From an optimization exercise on the open Yosys and OpenROAD flow, aimed at small area, a short achievable clock period and few clock cycles per item; shortcuts taken in it are not production practice.
In this exercise RTL edits were held to simulation tests only and were not proved equivalent to the original.

==> trial 83 <==
==> flow/design.v (excerpt) <==
module hdrs_dec (
    input  wire        clk,
    input  wire        rst,
    input  wire        cmd_valid,
    output wire        cmd_ready,
    input  wire        cmd_op,         
    input  wire        cmd_crc_init,   
    input  wire [4:0]  cmd_nsym,
    input  wire        in_valid,
    output wire        in_ready,
    input  wire [7:0]  in_data,
    output wire        val_valid,
    input  wire        val_ready,
    output wire [31:0] val_data,
    output wire        done,
    output wire [1:0]  done_code,      
    output wire [3:0]  done_sym,
    output wire [9:0]  done_info,
    output wire [4:0]  done_count,
    output wire [6:0]  done_bytes,
    output wire [31:0] done_crc
);
==> flow/config.mk <==
export PLATFORM = sky130hd
export DESIGN_NAME = hdrs_dec
export DESIGN_NICKNAME = hdrs_dec
export VERILOG_FILES = /design/flow/design.v
export SDC_FILE = /design/flow/constraint.sdc
export NUM_CORES = 4
export LEC_CHECK = 0
export ABC_AREA = 1
export CAP_MARGIN = 20
export CORE_MARGIN = 2
export CORE_UTILIZATION = 50
export CTS_CLUSTER_DIAMETER = 80
export CTS_CLUSTER_SIZE = 24
export PLACE_DENSITY = 0.65
export SETUP_SLACK_MARGIN = 4.5
export SLEW_MARGIN = 20
==> flow/constraint.sdc <==
create_clock -name core_clock -period 8.0 [get_ports {clk}]
set_input_delay 1.6000 -clock core_clock [delete_from_list [all_inputs] [get_ports {clk}]]
set_output_delay 1.6000 -clock core_clock [all_outputs]
set_load 0.01 [all_outputs]
standard.sh (not shown) runs the stock make flow with config.mk's settings and CLKGATE_MAP_FILE= SYNTH_SCRIPT=/design/flow/synth_recipe.tcl, a recipe that flattens the netlist after the stock synthesis.
==> flow/flow/run.sh <==
#!/bin/bash
# Standard layout; the port buffers use a small plain buffer cell instead of the
# delay buffer the resizer picks by default.
set -e
export BUFFER_PORTS_ARGS="-buffer_cell sky130_fd_sc_hd__buf_2"
bash standard.sh > standard.log 2>&1
==> inputs of trial 21, as changes to trial 83 <==
--- a/flow/design.v
+++ b/flow/design.v
@@ -65,15 +65,14 @@
     reg [6:0]  bnd_bytes;
     reg [1:0]  bnd_pops;             
     reg [4:0]  bnd_cnt;
     reg [2:0]  ps;
     reg        p_op;
     reg [4:0]  p_n;
     reg [15:0] p_bm;                 
-    reg        last_fl;              
     reg [1:0]  p_k;
     reg [6:0]  p_bytes;              
     reg [1:0]  p_popr;
     reg [2:0]  bp;
     reg [4:0]  p_cnt;
     reg [23:0] acc;
     reg [15:0] bq;
@@ -166,17 +165,15 @@
     reg  [7:0]  e_pay;
     reg  [1:0]  acc_sh;          
     reg         load_q;
     reg         refuse;
     reg         bq_set;
     reg  [2:0]  ps_n;
     wire [15:0] p_bm_n    = p_bm & (p_bm - 16'd1);
-    wire [15:0] p_bm_nn   = p_bm_n & (p_bm_n - 16'd1);
-    wire [15:0] bm_new    = (ps == PS_BM0) ? {bmB & {8{bm_two}}, bmA} : {bmA, p_bm[7:0]};
-    wire        bm_one    = (bm_new != 16'd0) && ((bm_new & (bm_new - 16'd1)) == 16'd0);
+    wire        last_fl   = (p_bm_n == 16'd0);
     wire        q_load_ok = q_valid && !q_bad && bq_free;
     wire        bnd_free  = !bnd_valid || ev;
     always @(*) begin
         p_go      = 1'b0;
         cons      = CK_0;
         rec_end   = 1'b0;
         emit      = 1'b0;
@@ -448,25 +445,24 @@
                 crc_owed <= 1'b0;
             bp <= bp_n;
             p_bytes <= p_be;
             p_popr  <= pops;
             ps <= ps_n;
             if (p_go && (ps == PS_BM0 || ps == PS_BM1)) begin
                 p_cnt <= 5'd0;
-                p_bm    <= bm_new;
-                last_fl <= bm_one;
+                if (ps == PS_BM0) p_bm <= {bmB & {8{bm_two}}, bmA};
+                else              p_bm[15:8] <= bmA;
             end
             if (ps == PS_WRD && p_go)
                 p_k <= (p_k == 2'd2 || (!p_op && p_k == 2'd1)) ? (p_op ? 2'd1 : 2'd0) : p_k + 2'd1;
             if (ps == PS_FLD && acc_sh != 2'd0)
                 p_k <= 2'd1;
             if (emit)
             begin
-                p_bm    <= p_bm_n;
-                last_fl <= (p_bm_n != 16'd0) && (p_bm_nn == 16'd0);
+                p_bm  <= p_bm_n;
                 p_cnt <= p_cnt + 5'd1;
             end
             if (bq_set)
                 bq_valid <= 1'b1;
             else if (bq_take)
                 bq_valid <= 1'b0;
             if (refuse) begin
@@ -485,15 +481,14 @@
                 c_after <= !(rec_end || (bnd_valid && !ev));
                 if (q_op) begin
                     ps <= PS_BM0;
                 end else begin
                     ps       <= PS_WRD;
                     for (i = 0; i < 16; i = i + 1)
                         p_bm[i] <= (i < q_n);
-                    last_fl  <= (q_n == 5'd1);
                     bq_valid <= 1'b1;
                 end
             end
             case ({emit, t_take})
                 2'b10: begin
                     if (t_valid) u_valid <= 1'b1;
                     t_valid <= 1'b1;
==> flow/run.sh (new file) <==
#!/bin/bash
# synth_recipe.tcl (not shown) runs the flow's synth.tcl, then flattens the netlist and writes it again
# the make line also repeats each setting of config.mk as NAME=value (left out here)
make -C /OpenROAD-flow-scripts/flow DESIGN_CONFIG=/design/flow/config.mk WORK_HOME=/design/flow/orfs CLKGATE_MAP_FILE= SYNTH_SCRIPT=/design/flow/synth_recipe.tcl finish
SETUP_SLACK_MARGIN = 5   (was 4.5)
removed: flow/flow/run.sh
removed: flow/standard.sh
==> inputs of trial 74, as changes to trial 83 <==
--- a/flow/design.v
+++ b/flow/design.v
@@ -65,15 +65,14 @@
     reg [6:0]  bnd_bytes;
     reg [1:0]  bnd_pops;             
     reg [4:0]  bnd_cnt;
     reg [2:0]  ps;
     reg        p_op;
     reg [4:0]  p_n;
     reg [15:0] p_bm;                 
-    reg        last_fl;              
     reg [1:0]  p_k;
     reg [6:0]  p_bytes;              
     reg [1:0]  p_popr;
     reg [2:0]  bp;
     reg [4:0]  p_cnt;
     reg [23:0] acc;
     reg [15:0] bq;
@@ -166,17 +165,15 @@
     reg  [7:0]  e_pay;
     reg  [1:0]  acc_sh;          
     reg         load_q;
     reg         refuse;
     reg         bq_set;
     reg  [2:0]  ps_n;
     wire [15:0] p_bm_n    = p_bm & (p_bm - 16'd1);
-    wire [15:0] p_bm_nn   = p_bm_n & (p_bm_n - 16'd1);
-    wire [15:0] bm_new    = (ps == PS_BM0) ? {bmB & {8{bm_two}}, bmA} : {bmA, p_bm[7:0]};
-    wire        bm_one    = (bm_new != 16'd0) && ((bm_new & (bm_new - 16'd1)) == 16'd0);
+    wire        last_fl   = (p_bm_n == 16'd0);
     wire        q_load_ok = q_valid && !q_bad && bq_free;
     wire        bnd_free  = !bnd_valid || ev;
     always @(*) begin
         p_go      = 1'b0;
         cons      = CK_0;
         rec_end   = 1'b0;
         emit      = 1'b0;
@@ -448,25 +445,24 @@
                 crc_owed <= 1'b0;
             bp <= bp_n;
             p_bytes <= p_be;
             p_popr  <= pops;
             ps <= ps_n;
             if (p_go && (ps == PS_BM0 || ps == PS_BM1)) begin
                 p_cnt <= 5'd0;
-                p_bm    <= bm_new;
-                last_fl <= bm_one;
+                if (ps == PS_BM0) p_bm <= {bmB & {8{bm_two}}, bmA};
+                else              p_bm[15:8] <= bmA;
             end
             if (ps == PS_WRD && p_go)
                 p_k <= (p_k == 2'd2 || (!p_op && p_k == 2'd1)) ? (p_op ? 2'd1 : 2'd0) : p_k + 2'd1;
             if (ps == PS_FLD && acc_sh != 2'd0)
                 p_k <= 2'd1;
             if (emit)
             begin
-                p_bm    <= p_bm_n;
-                last_fl <= (p_bm_n != 16'd0) && (p_bm_nn == 16'd0);
+                p_bm  <= p_bm_n;
                 p_cnt <= p_cnt + 5'd1;
             end
             if (bq_set)
                 bq_valid <= 1'b1;
             else if (bq_take)
                 bq_valid <= 1'b0;
             if (refuse) begin
@@ -485,15 +481,14 @@
                 c_after <= !(rec_end || (bnd_valid && !ev));
                 if (q_op) begin
                     ps <= PS_BM0;
                 end else begin
                     ps       <= PS_WRD;
                     for (i = 0; i < 16; i = i + 1)
                         p_bm[i] <= (i < q_n);
-                    last_fl  <= (q_n == 5'd1);
                     bq_valid <= 1'b1;
                 end
             end
             case ({emit, t_take})
                 2'b10: begin
                     if (t_valid) u_valid <= 1'b1;
                     t_valid <= 1'b1;
==> flow/run.sh (new file) <==
#!/bin/bash
# synth_recipe.tcl (not shown) runs the flow's synth.tcl, then flattens the netlist and writes it again
# the make line also repeats each setting of config.mk as NAME=value (left out here)
make -C /OpenROAD-flow-scripts/flow DESIGN_CONFIG=/design/flow/config.mk WORK_HOME=/design/flow/orfs CLKGATE_MAP_FILE= SYNTH_SCRIPT=/design/flow/synth_recipe.tcl finish
TNS_END_PERCENT = 5   (was not set)
removed: flow/flow/run.sh
removed: flow/standard.sh
==> impl_metrics.env <==
export IMPL_yosys_top_cells_area="edfxtp_1, nand2_1, dfxtp_1"
export IMPL_start_util=0.5069
export IMPL_status="no timing/DRC/antenna violations"
export IMPL_wl_met3_um=8353
export IMPL_place_area_um2=40890
export IMPL_wl_met1_um=45310
The numbers above come from trial 21.

==> impl_metrics.env <==
export IMPL_wl_met1_um=43640
export IMPL_start_util=0.5069
export IMPL_yosys_top_cells_area="edfxtp_1, nand2_1, dfxtp_1"
export IMPL_status="no timing/DRC/antenna violations"
export IMPL_place_area_um2=40860
The numbers above come from trial 74.

==> impl_metrics.env <==
export IMPL_yosys_top_cells_area="edfxtp_1, nand2_1, dfxtp_1"
export IMPL_synthAdderAreaFrac=0.01819
export IMPL_place_area_um2=41160
export IMPL_wl_met3_um=6687
export IMPL_start_util=0.5022
export IMPL_wl_met1_um=45920
export IMPL_place_port_buffers=114
export IMPL_status="no timing/DRC/antenna violations"
export IMPL_fin_crit_sh=0.5208
The numbers above come from trial 83.

Testbench counts of trial 83, summed over its fixed seeds: cycles 14,081, symbols 9,235.
Testbench counts of trial 21, summed over its fixed seeds: cycles 14,081, symbols 9,235.
Testbench counts of trial 74, summed over its fixed seeds: cycles 14,081, symbols 9,235.

re-timing with driven ports:
No port has a modelled driver above. Below, the same layouts with a new extraction and two added sets of constraints.
Step 1 assumes that a clkbuf_16 drives the clock port and a buf_2 every other input.
Step 2 times the ports against the registers' clock, not the clock port: input delays grow and output delays shrink by t, the midpoint of the rising clock arrivals with the driver on.
a / b / c = no drivers / after step 1 / after step 2; a / b = the first two.
| run | shift t [ns] | setup WS [ns] | worst hold slack (ns) | latest minus earliest clock arrival (ns) | slew at the worst register clock pin (ns) |
|---|---|---|---|---|---|
| trial 83 | 0.700 | 3.833 / 3.833 / 3.833 | 0.419 / 0.419 / 0.419 | 0.030 / 0.030 | 0.10 / 0.10 |
| trial 21 | 0.699 | 3.851 / 3.851 / 3.851 | 0.397 / 0.397 / 0.397 | 0.050 / 0.050 | 0.10 / 0.10 |
| trial 74 | 0.697 | 3.862 / 3.862 / 3.862 | 0.414 / 0.414 / 0.414 | 0.032 / 0.032 | 0.10 / 0.10 |
After both steps setup and hold are still met in every run listed.
